This design comes from an exercise in tuning for small area, a short achievable clock period and few clock cycles on the open sky130 flow, not from production work.
No run shown here included a check of the RTL's function; only the layout flow was run.
Power and IR drop assume default switching activity.

<file path="design/flow/config.mk">
export PLATFORM = sky130hd
export DESIGN_NAME = jvs_relay
export DESIGN_NICKNAME = jvs_relay
export VERILOG_FILES = /design/flow/design.v
export SDC_FILE = /design/flow/constraint.sdc
export NUM_CORES = 4
export LEC_CHECK = 0
export CAP_MARGIN = 20
export CORE_MARGIN = 2
export CORE_UTILIZATION = 40
export SLEW_MARGIN = 20
</file>
<file path="design/flow/constraint.sdc">
create_clock -name core_clock -period 10.0 [get_ports {clk}]
set_input_delay 2.0000 -clock core_clock [delete_from_list [all_inputs] [get_ports {clk}]]
set_output_delay 2.0000 -clock core_clock [all_outputs]
set_load 0.01 [all_outputs]
</file>
<file path="design/flow/design.v">
module jvs_relay (
    input  wire       clk,
    input  wire       rst,
    input  wire       host_rx_valid,
    input  wire [7:0] host_rx_data,
    output wire       host_rx_ready,
    output wire       host_tx_valid,
    output wire [7:0] host_tx_data,
    input  wire       host_tx_ready,
    input  wire       host_tx_idle,
    input  wire       bus_rx_valid,
    input  wire [7:0] bus_rx_data,
    output wire       bus_rx_ready,
    output wire       bus_tx_valid,
    output wire [7:0] bus_tx_data,
    input  wire       bus_tx_ready,
    input  wire       bus_tx_idle,
    output reg        bus_dir,
    input  wire       bus_sense,
    output reg        status,
    output reg        diag_req,
    output reg  [3:0] diag_code,
    input  wire       diag_done
);
    localparam [7:0] SYNC = 8'hE0;
    localparam [7:0] ESC  = 8'hD0;
    reg        hrx_rdy;       
    reg        brx_rdy;       
    reg        btx_vld;       
    reg        htx_vld;       
    reg        hunting;       
    reg        pend;          
    reg        pos_node;      
    reg        pos_len;       
    reg  [7:0] csum;          
    reg        rb;            
    reg  [7:0] node_q;
    reg  [7:0] len_q;
    reg  [7:0] rem;           
    reg [15:0] row_oh;        
    reg  [7:0] tx_q;          
    reg        half1;         
    reg        esc_e0;        
    reg        last_q;        
    reg  [7:0] head_q;        
    reg        head_last;     
    reg        head_data;     
    assign host_rx_ready = hrx_rdy;
    assign bus_rx_ready  = brx_rdy;
    assign host_tx_valid = htx_vld;
    assign bus_tx_valid  = btx_vld;
    assign host_tx_data  = tx_q;
    assign bus_tx_data   = tx_q;
    wire       rx_fire = (hrx_rdy & host_rx_valid) | (brx_rdy & bus_rx_valid);
    wire [7:0] raw     = ({8{hrx_rdy}} & host_rx_data) | ({8{brx_rdy}} & bus_rx_data);
    wire       is_sync = (raw == SYNC);
    wire       is_pfx  = !pend && (raw == ESC);
    wire [7:0] val     = raw + {7'd0, pend};
    wire       rx_log  = rx_fire && !hunting && !is_pfx;     
    wire       pos_dat = !pos_node && !pos_len;
    wire [7:0] csum_m1 = csum - 8'd1;
    wire       match   = pend ? (raw == csum_m1) : (raw == csum);
    wire       rem_is1 = (rem == 8'd1);
    wire       rx_end  = rx_log && ((pos_len && val == 8'd0) || (pos_dat && rem_is1));
    wire       wr_shift = rx_log && pos_dat;
    wire       tx_fire = (btx_vld & bus_tx_ready) | (htx_vld & host_tx_ready);
    wire       tx_load = tx_fire && !half1 && !last_q;        
    wire       tx_end  = tx_fire && !half1 && last_q;
    wire       rd_shift = tx_load && head_data && (rem != 8'd0);
    wire       shift = wr_shift | rd_shift;
    wire [3:0] tap0  = len_q[3:0] - 4'd1;
    wire [7:0] tap [0:15];
    genvar r;
    generate
        for (r = 0; r < 16; r = r + 1) begin : g_row
            reg [127:0] cells;
            always @(posedge clk)
                if (shift && row_oh[r])
                    cells <= {cells[119:0], val};
            if (r == 0) begin : g_tap0
                assign tap[r] = cells[{tap0, 3'b000} +: 8];
            end else begin : g_tapn
                assign tap[r] = cells[127:120];
            end
        end
    endgenerate
    reg [7:0] arr_out;
    integer k;
    always @(*) begin
        arr_out = 8'd0;
        for (k = 0; k < 16; k = k + 1)
            arr_out = arr_out | ({8{row_oh[k]}} & tap[k]);
    end
    wire [7:0] head_nxt = head_data ? arr_out : len_q;
    wire       head_esc = (head_q == 8'hD0) || (head_q == 8'hE0);
    task start_tx;
        begin
            tx_q      <= SYNC;
            half1     <= 1'b0;
            last_q    <= 1'b0;
            head_q    <= node_q;
            head_last <= 1'b0;
            head_data <= 1'b0;
        end
    endtask
    always @(posedge clk) begin
        if (rst) begin
            hrx_rdy   <= 1'b0;
            brx_rdy   <= 1'b0;
            btx_vld   <= 1'b0;
            htx_vld   <= 1'b0;
            bus_dir   <= 1'b0;
            status    <= 1'b0;
            diag_req  <= 1'b1;
            diag_code <= 4'd1;
            hunting   <= 1'b1;
            pend      <= 1'b0;
        end else begin
            if (diag_req && diag_done) begin
                diag_req <= 1'b0;
                if (diag_code == 4'd4) begin
                    htx_vld <= 1'b1;
                    start_tx;
                end else begin
                    hrx_rdy <= 1'b1;
                end
            end
            if (rx_fire) begin
                if (hunting) begin
                    if (is_sync) begin
                        hunting  <= 1'b0;
                        pend     <= 1'b0;
                        pos_node <= 1'b1;
                        pos_len  <= 1'b0;
                        csum     <= 8'd0;
                    end
                end else if (is_pfx) begin
                    pend <= 1'b1;
                end else begin
                    pend <= 1'b0;
                    csum <= csum + val;
                    if (pos_node) begin
                        node_q   <= val;
                        rb       <= (val == 8'hFF);
                        pos_node <= 1'b0;
                        pos_len  <= 1'b1;
                    end else if (pos_len) begin
                        len_q   <= val;
                        rem     <= val;
                        row_oh  <= 16'd1;
                        rb      <= rb && (val == 8'h03);
                        pos_len <= 1'b0;
                    end else begin
                        rem <= rem - 8'd1;
                        if (rem[3:0] == 4'd1)
                            row_oh <= {row_oh[14:0], 1'b0};
                        if (rem == 8'd3) rb <= rb && (val == 8'hF0);
                        if (rem == 8'd2) rb <= rb && (val == 8'hD9);
                    end
                    if (rx_end) begin
                        hunting <= 1'b1;
                        hrx_rdy <= 1'b0;
                        brx_rdy <= 1'b0;
                        if (hrx_rdy) begin
                            if (!match) begin
                                diag_req  <= 1'b1;
                                diag_code <= 4'd2;
                            end else if (rb && pos_dat) begin
                                diag_req  <= 1'b1;
                                diag_code <= 4'd3;
                            end else begin
                                bus_dir <= 1'b1;
                                status  <= 1'b1;
                                btx_vld <= 1'b1;
                                start_tx;
                            end
                        end else begin
                            if (match) begin
                                htx_vld <= 1'b1;
                                start_tx;
                            end else begin
                                diag_req  <= 1'b1;
                                diag_code <= 4'd4;
                            end
                        end
                    end
                end
            end
            if (tx_fire) begin
                if (half1) begin
                    tx_q  <= {4'hC, 3'b111, 1'b1} | {3'b000, esc_e0, 4'h0};
                    half1 <= 1'b0;
                end else if (last_q) begin
                    btx_vld <= 1'b0;
                    htx_vld <= 1'b0;
                end else begin
                    tx_q      <= head_esc ? ESC : head_q;
                    half1     <= head_esc;
                    esc_e0    <= head_q[5];
                    last_q    <= head_last;
                    head_q    <= head_nxt;
                    head_data <= 1'b1;
                    if (!head_data) begin
                        head_last <= (len_q == 8'd0);
                        rem       <= len_q;
                        row_oh    <= 16'd1;
                    end else begin
                        head_last <= rem_is1;
                        if (rem != 8'd0) begin
                            rem <= rem - 8'd1;
                            if (rem[3:0] == 4'd1)
                                row_oh <= {row_oh[14:0], 1'b0};
                        end
                    end
                end
            end
            if (bus_dir && !btx_vld && bus_tx_idle) begin
                bus_dir <= 1'b0;
                brx_rdy <= 1'b1;
            end
            if (status && !bus_dir && !brx_rdy && !htx_vld && !diag_req && host_tx_idle) begin
                status  <= 1'b0;
                hrx_rdy <= 1'b1;
            end
        end
    end
    wire unused_sense = bus_sense;
endmodule
</file>
<file path="design/flow/run.sh">
#!/bin/bash
# synth_recipe.tcl (not shown) runs the flow's synth.tcl, then flattens the netlist and writes it again
# the make line also repeats each setting of config.mk as NAME=value (left out here)
make -C /OpenROAD-flow-scripts/flow DESIGN_CONFIG=/design/flow/config.mk WORK_HOME=/design/flow/orfs CLKGATE_MAP_FILE= SYNTH_SCRIPT=/design/flow/synth_recipe.tcl finish
</file>
==> results of run 1 <==
final cells by class:
class,instances,area (um2)
fillers,13900,92600
repair buffers,91,812
clock inverters,139,1310
diodes,4,10.0
flip-flops and latches,2132,63900
multi-input cells,621,4960
well taps,2310,2890
clock buffers,235,5120
inverters,23,86.3
per-stage QoR:
stage               instances  utilization [%]
finish                   5555             46.1
global route             5552             46.1
CTS                      5551             46.1
detailed placement       5177             42.3
global placement         5177             42.3
floorplan                2843                -
Yosys cell counts, drive strengths merged (5+ instances only):
master  instances  area share [%]
buf            24            0.24
o21ai          15            0.11
nor4            8            0.10
nand4          12            0.11
nand3          34            0.25
inv            23            0.12
a311o           8            0.12
xor2           10            0.13
a211oi          6           0.065
nor2           52            0.28
o21a            5           0.054
o211ai         24            0.27
a22oi          33            0.39
a21oi          27            0.20
a22o           31            0.41
a41oi          10            0.13
a31oi           8           0.072
o31ai           5           0.054
xnor2          18            0.23
nand2          90            0.49
mux4           32             1.0
clkbuf         43            0.23
and2           21            0.19
mux2i          20            0.29
dfxtp          12            0.35
ha             17            0.31
nand2b          6           0.054
a221oi         19            0.24
and3           15            0.14
nor3           19            0.16
edfxtp       2120              92
path summary, 6_finish.rpt:
check,startpoint,end,slack [ps],cells past startpoint
hold / removal,g_row[12].cells[75],g_row[12].cells[83],390,0
setup / recovery,host_rx_data[0],csum[7],4630,13
setup reg to reg,hrx_rdy,csum[7],5740,13
hold reg to reg,g_row[12].cells[75],g_row[12].cells[83],390,0
logic make-up (layout without fill, tap and decap cells):
group / Yosys count / in the layout / synth area share [%]
compound gates: 244 / 244 / 2.85
fa+ha+maj: 18 / 18 / 0.337
buf+inv: 90 / 488 / 0.601
mux: 54 / 54 / 1.37
xor+xnor: 29 / 29 / 0.387
other cells: 1 / 5 / 0.00542
flops: 2132 / 2132 / 92.4
simple gates: 275 / 275 / 2.01
power by group through the flow:
| stage | registers, uW | clock network (uW) | logic (uW) |
|---|---|---|---|
| after floorplan | 9890 | 0 | 77.5 |
| after global placement | 9910 | 0 | 143 |
| after detailed placement | 9910 | 0 | 144 |
| after CTS | 9720 | 7500 | 145 |
| after global routing | 9710 | 7840 | 153 |
| final | 9720 | 7280 | 142 |
registers in the layout, indices dropped and copies added (netlist names), 3 cells and up:
signal and cells:
csum 8, row_oh 16, tx_q 8, rem 8, node_q 8, g_row.cells 2048
diag_code 3, head_q 8, len_q 8
critical path, cell delays in order:
cell,delay (ps)
clkdlybuf4s50_1,430
a22o_2,310
ha_2,190
ha_1,990
buf_4,510
ha_1,310
a21o_1,150
a21oi_1,220
o21bai_1,100
a21oi_1,230
o21ai_0,160
xnor2_1,200
nor2_1,60
routing by layer:
metal	vias to the layer above	share of wire, %
li1	12100	-
met5	-	0
met4	0	2.9
met3	199	5.8
met1	13200	44
met2	586	47
==> flow_summary_export.csv, run 1 <==
group,metric,value,unit
placement,dp_hpwl,55000,um
power_and_ir_drop,power,17100,uW
clock_tree,root_buffer,"clkbuf_16",
die,die_area,0.176,mm2
drt,via_per_inst,4.68,
timing,finalCritPeriodShare,53.7,%
yosys,syn_inst,2843,
global_route,grt_most_used_layer,"met2",
die,pin_count,53,
drt,drt-pass1-iter-count,7,
clock_tree,clockBufferDepth,3,
drt,finalWirelength,99900,um
run_status,outcome,"timing/DRC/antenna clean",
clock_tree,cts_tree,"yes",
run,maxCapViolations,0,
yosys,async_flop_share,0,%
yosys,synth-edff-count,2120,
worst_hold_path,min_path_type,"reg -> reg",
power_and_ir_drop,p_clk_share,42.5,%
yosys,ys.flop_type,"edfxtp_1",
yosys,syn-num-nets,2887,
global_route,antenna_found_initial,7,
power_and_ir_drop,ir_worst_vdd,0.000200,V
power_and_ir_drop,swShare,19.0,%
yosys,synth_cell_types,91,
power_and_ir_drop,power.switching,3260,uW
timing,fmax,186,MHz
yosys,syn_avg_cell_area,24.3,um2
global_route,grt_overflow,0,
timing,fin_worst_skew,48.6,ps
final_layout,final_cell_area,0.0791,mm2
setup_path,start_kind,"primary input",
global_route,grt_first_pass_wirelength,153000,um
timing,final-max-slew-violation-count,0,
die,initial_utilization,40.3,%
global_route,grt_use_met1,15.6,%
global_route,track_usage,11.4,%
die,die_h,420,um
power_and_ir_drop,share_seq_of_total_power,56.7,%
timing,timing.final.ws_setup,4630,ps
yosys,synth_area,0.0691,mm2
timing,timing.setup.tns,0,ps
clock_tree,clk_pin_slew_worst_paths,60,ps
drt,ant_nets,0,
global_route,gr-usage-met3,2.56,%
yosys,yosys_warnings,1,
timing,worstMarginPinSlew,1090,ps
final_layout,fin_nets,3112,
die,coreArea,0.172,mm2
final_layout,layout_commonest_cell,"edfxtp_1",
global_route,grt_max_degree,107,
timing,whs,390,ps
timing,max-slew-margin-rel,27.1,%
clock_tree,cts_sinks,2132,
timing,rsz0062_at_grt,"no",
final_layout,drive_above_1_share,12.8,%
clock_tree,cts-buffers-inserted,199,
setup_path,cp_max_fo,15,
final_layout,layout_common_cells,"edfxtp_1, clkbuf_16, nand2_1",
power_and_ir_drop,p_leak,0.0246,uW
drt,drt_first_iter_violations,2359,
placement,io_buffers,50,
clock_tree,hold_buffers,0,
die,rows,152,
setup_path,crit_type,"in -> reg",
setup_path,cp-end-kind,"flip-flop",
clock_tree,clk_latency,810,ps
clock_tree,cts_resized,0,
power_and_ir_drop,p_per_area,217,mW/mm2
drt,wl_per_cell,18.0,um
clock_tree,cts_setup_buffers,0,
drt,vias,26000,
setup_path,crit_arrival,5880,ps
drt,drc_errors,0,
setup_path,required,10510,ps
timing,finalSetupViolCount,0,
final_layout,syn2layout_area_growth,14.4,%
die,die_x,420,um
power_and_ir_drop,share_comb_of_total_power,0.8,%
global_route,grt_pass1_vias,25300,
yosys,yosysSeqAreaShare,92.4,%
clock_tree,cts_htree_levels,4,
timing,finalCriticalPeriod,5370,ps
power_and_ir_drop,intPower,13900,uW
global_route,grt_use_met2,17.7,%
placement,post-place-ws,3750,ps
yosys,ys_ff_latch,2132,
placement,place.gp.congestion,0.790,
timing,hold_viol,0,
placement,place_area,0.0726,mm2
==> run 2, diff against run 1 <==
--- a/design/flow/config.mk
+++ b/design/flow/config.mk
@@ -5,7 +5,10 @@
 export SDC_FILE = /design/flow/constraint.sdc
 export NUM_CORES = 4
 export LEC_CHECK = 0
+export ABC_CLOCK_PERIOD_IN_PS = 2500
 export CAP_MARGIN = 20
 export CORE_MARGIN = 2
 export CORE_UTILIZATION = 40
+export SETUP_SLACK_MARGIN = 5
 export SLEW_MARGIN = 20
+export TNS_END_PERCENT = 100
==> flow_summary_export.csv, run 2 <==
group,metric,value,unit
run_status,outcome,"timing/DRC/antenna clean",
setup_path,critPathBufInv,3,
setup_path,critPathSlowestCell,"and2_4",
yosys,synthMuxAreaShare,1.37,%
setup_path,crit_type,"in -> reg",
final_layout,layout_common_cells,"edfxtp_1, clkbuf_16, nand2_1",
drt,ant_nets,0,
yosys,synth_top_area_share,92.1,%
clock_tree,clockBufferDepth,3,
yosys,synthTopCellsByArea,"edfxtp_1, mux4_2, nand2_1",
power_and_ir_drop,power,16800,uW
yosys,synth_top_family_by_area,"compound AO/OA/AOI/OAI gates",
placement,place.gp.congestion,0.784,
timing,worstMarginPinSlew,1040,ps
power_and_ir_drop,swShare,18.9,%
clock_tree,cts-buffers-inserted,198,
setup_path,cp-end-kind,"flip-flop",
final_layout,largest_reg_flops,2048,
final_layout,top_regs,"g_row.cells x2048, row_oh x16",
yosys,synth_compound_area_share,2.85,%
global_route,track_usage,11.4,%
timing,fmax,196,MHz
final_layout,layout_commonest_cell,"edfxtp_1",
timing,finalCritPeriodShare,51.0,%
power_and_ir_drop,power.switching,3190,uW
die,die_area,0.176,mm2
setup_path,crit_arrival,5530,ps
yosys,yosys_warnings,1,
yosys,synthXorXnorAreaFrac,0.387,%
drt,wl_per_cell,18.1,um
drt,drt-pass1-iter-count,5,
final_layout,syn2layout_area_growth,14.1,%
global_route,grt_max_degree,97,
timing,final-max-slew-violation-count,0,
placement,io_buffers,50,
global_route,grt_first_pass_wirelength,153000,um
yosys,yosys.area.top_type,"edfxtp_1",
setup_path,required,10440,ps
yosys,yosys-top-cells-count,"edfxtp_1, nand2_1, nor2_1, clkbuf_1, nand3_1",
yosys,async_flop_share,0,%
clock_tree,cts_setup_buffers,0,
yosys,synth_cell_types,91,
power_and_ir_drop,ir_worst_vdd,0.000149,V
die,die_h,420,um
drt,drc_errors,0,
clock_tree,cts_tree,"yes",
timing,rsz0062_at_grt,"yes",
clock_tree,cts_sinks,2132,
yosys,syn-num-nets,2887,
power_and_ir_drop,share_comb_of_total_power,0.8,%
yosys,ys.flop_type,"edfxtp_1",
yosys,yosysSeqAreaShare,92.4,%
placement,dp_hpwl,54300,um
clock_tree,clk_pin_slew_worst_paths,60,ps
clock_tree,cts_htree_levels,4,
die,pin_count,53,
timing,finalCriticalPeriod,5100,ps
run,maxCapViolations,0,
power_and_ir_drop,p_per_area,213,mW/mm2
final_layout,post-route-util,45.9,%
final_layout,fin_nets,3107,
drt,finalWirelength,100000,um
power_and_ir_drop,intPower,13600,uW
global_route,grt_overflow,0,
setup_path,cp_max_fo,65,
yosys,syn_avg_cell_area,24.3,um2
timing,timing.setup.tns,0,ps
setup_path,crit_chain,"clkdlybuf4s50_1 > a22o_1 > nor3_1 > a41o_1 > o41ai_4 > buf_4 > and2_4 > buf_6",
global_route,antenna_found_initial,8,
setup_path,cp_top_family,"buffers and inverters",
setup_path,cpPeakStageDelay,770,ps
drt,drt_first_iter_violations,2564,
yosys,syn_inst,2843,
power_and_ir_drop,share_seq_of_total_power,57.8,%
yosys,synth-edff-count,2120,
worst_hold_path,min_path_type,"reg -> reg",
power_and_ir_drop,p_leak,0.0245,uW
setup_path,regToRegSetupSlack,5680,ps
die,initial_utilization,40.3,%
yosys,ys_ff_latch,2132,
drt,vias,26000,
final_layout,top_register,"g_row.cells",
yosys,yosysMostFrequentCell,"edfxtp_1",
drt,via_per_inst,4.69,
yosys,synthSimpleGateAreaFrac,2.01,%
die,rows,152,
die,coreArea,0.172,mm2
timing,finalSetupViolCount,0,
timing,max-slew-margin-rel,30.4,%
final_layout,drive_above_1_share,12.0,%
setup_path,start_kind,"primary input",
yosys,synth_area,0.0691,mm2
timing,fin_worst_skew,42.1,ps
yosys,synthAdderAreaFrac,0.337,%
global_route,grt_pass1_vias,25300,
power_and_ir_drop,p_clk_share,41.4,%
clock_tree,root_buffer,"clkbuf_16",
timing,hold_viol,0,
clock_tree,clk_latency,800,ps
die,die_x,420,um
-- run 2: cell counts after synthesis --
No cell type changed its count.
-- run 2: metrics by stage --
stage	setup slack, ps	area (um2)	instances	hold WS, ps
5_1_grt	4730	78900	5544	395
3_3_place_gp	4010	72600	5170	400
4_1_cts	4840	78800	5541	378
3_5_place_dp	3910	72600	5170	405
6_report	4900	78900	5546	385
2_1_floorplan	4650	69200	2843	400
-- run 2: worst reg2reg max path, stage by stage, from the launching register on --
cell	delay (ps)
dfxtp_1	940
a22o_1	450
nor3_1	130
a41o_1	380
o41ai_4	230
buf_4	400
and2_4	790
buf_6	620
-- run 2: layout make-up --
class	count	area, um2
clock buffer	257	5240
inverter	23	90.1
timing repair buffer	84	860
antenna	4	10.0
clock inverter	112	900
tap	2310	2890
sequential	2132	63900
fill	13900	92900
multi-input combinational	624	4980
-- run 2: logic make-up after synthesis --
group	count (synthesis)
AO/OA/AOI/OAI	244
other	1
multiplexers	54
AND/OR/NAND/NOR	275
XOR/XNOR	29
adder cells (fa/ha/maj)	18
buffers and inverters	90
flip-flops	2132
-- run 2: worst paths after layout --
path,end,startpoint,cells after the start
setup / recovery,g_row[6].cells[33],host_rx_data[5],8
hold / removal,g_row[6].cells[94],g_row[6].cells[86],0
setup reg to reg,g_row[6].cells[33],hrx_rdy,7
hold reg to reg,g_row[6].cells[94],g_row[6].cells[86],0
-- run 2: per-layer routing --
| metal | up-vias | global-route usage [%] | wire (um) |
|---|---|---|---|
| li1 | 12100 | - | - |
| met1 | 13100 | 15.9 | 45400 |
| met2 | 596 | 17.6 | 47200 |
| met3 | 221 | 2.51 | 4820 |
| met4 | 0 | 4.57 | 2990 |
| met5 | - | 0 | 0 |
-- run 2: power by group through the flow --
stage / clock network, uW / logic [uW] / registers [uW]
6_report: 6970 / 136 / 9720
5_1_grt: 7540 / 147 / 9720
4_1_cts: 7190 / 139 / 9720
3_5_place_dp: 0 / 139 / 9910
3_3_place_gp: 0 / 136 / 9910
2_1_floorplan: 0 / 77.5 / 9890
-- run 2: timing repair --
item	4_1_cts	5_1_grt
gates cloned	2	1
pin swaps	1	1
hold buffers	0	0
endpoints found under the setup margin	1211	1213
resized for setup	13	25

-- static timing again, ports no longer ideal --
The results above use ideal ports. As a check the final layouts listed here were re-extracted and re-timed, cells and wires unchanged.
Step 1 (the two cells are an assumption about what drives the block):
set clk [get_ports {clk}]
set_driving_cell -lib_cell sky130_fd_sc_hd__clkbuf_16 $clk
set_driving_cell -lib_cell sky130_fd_sc_hd__buf_2 [delete_from_list [all_inputs] $clk]
Step 2 times the ports against the registers' clock, not the clock port: input delays grow and output delays shrink by t, the midpoint of the rising clock arrivals with the driver on.
a / b / c = no drivers / after step 1 / after step 2; a / b = the first two.
run | t (ns) | setup slack, ns | hold WS [ns] | slew at the worst register clock pin (ns)
run 1 | 0.862 | 4.634 / 4.688 / 3.826 | 0.390 / 0.390 / 0.390 | 0.07 / 0.07
run 2 | 0.863 | 4.903 / 4.958 / 4.095 | 0.385 / 0.385 / 0.385 | 0.06 / 0.06
After both steps setup and hold are still met in every run listed.
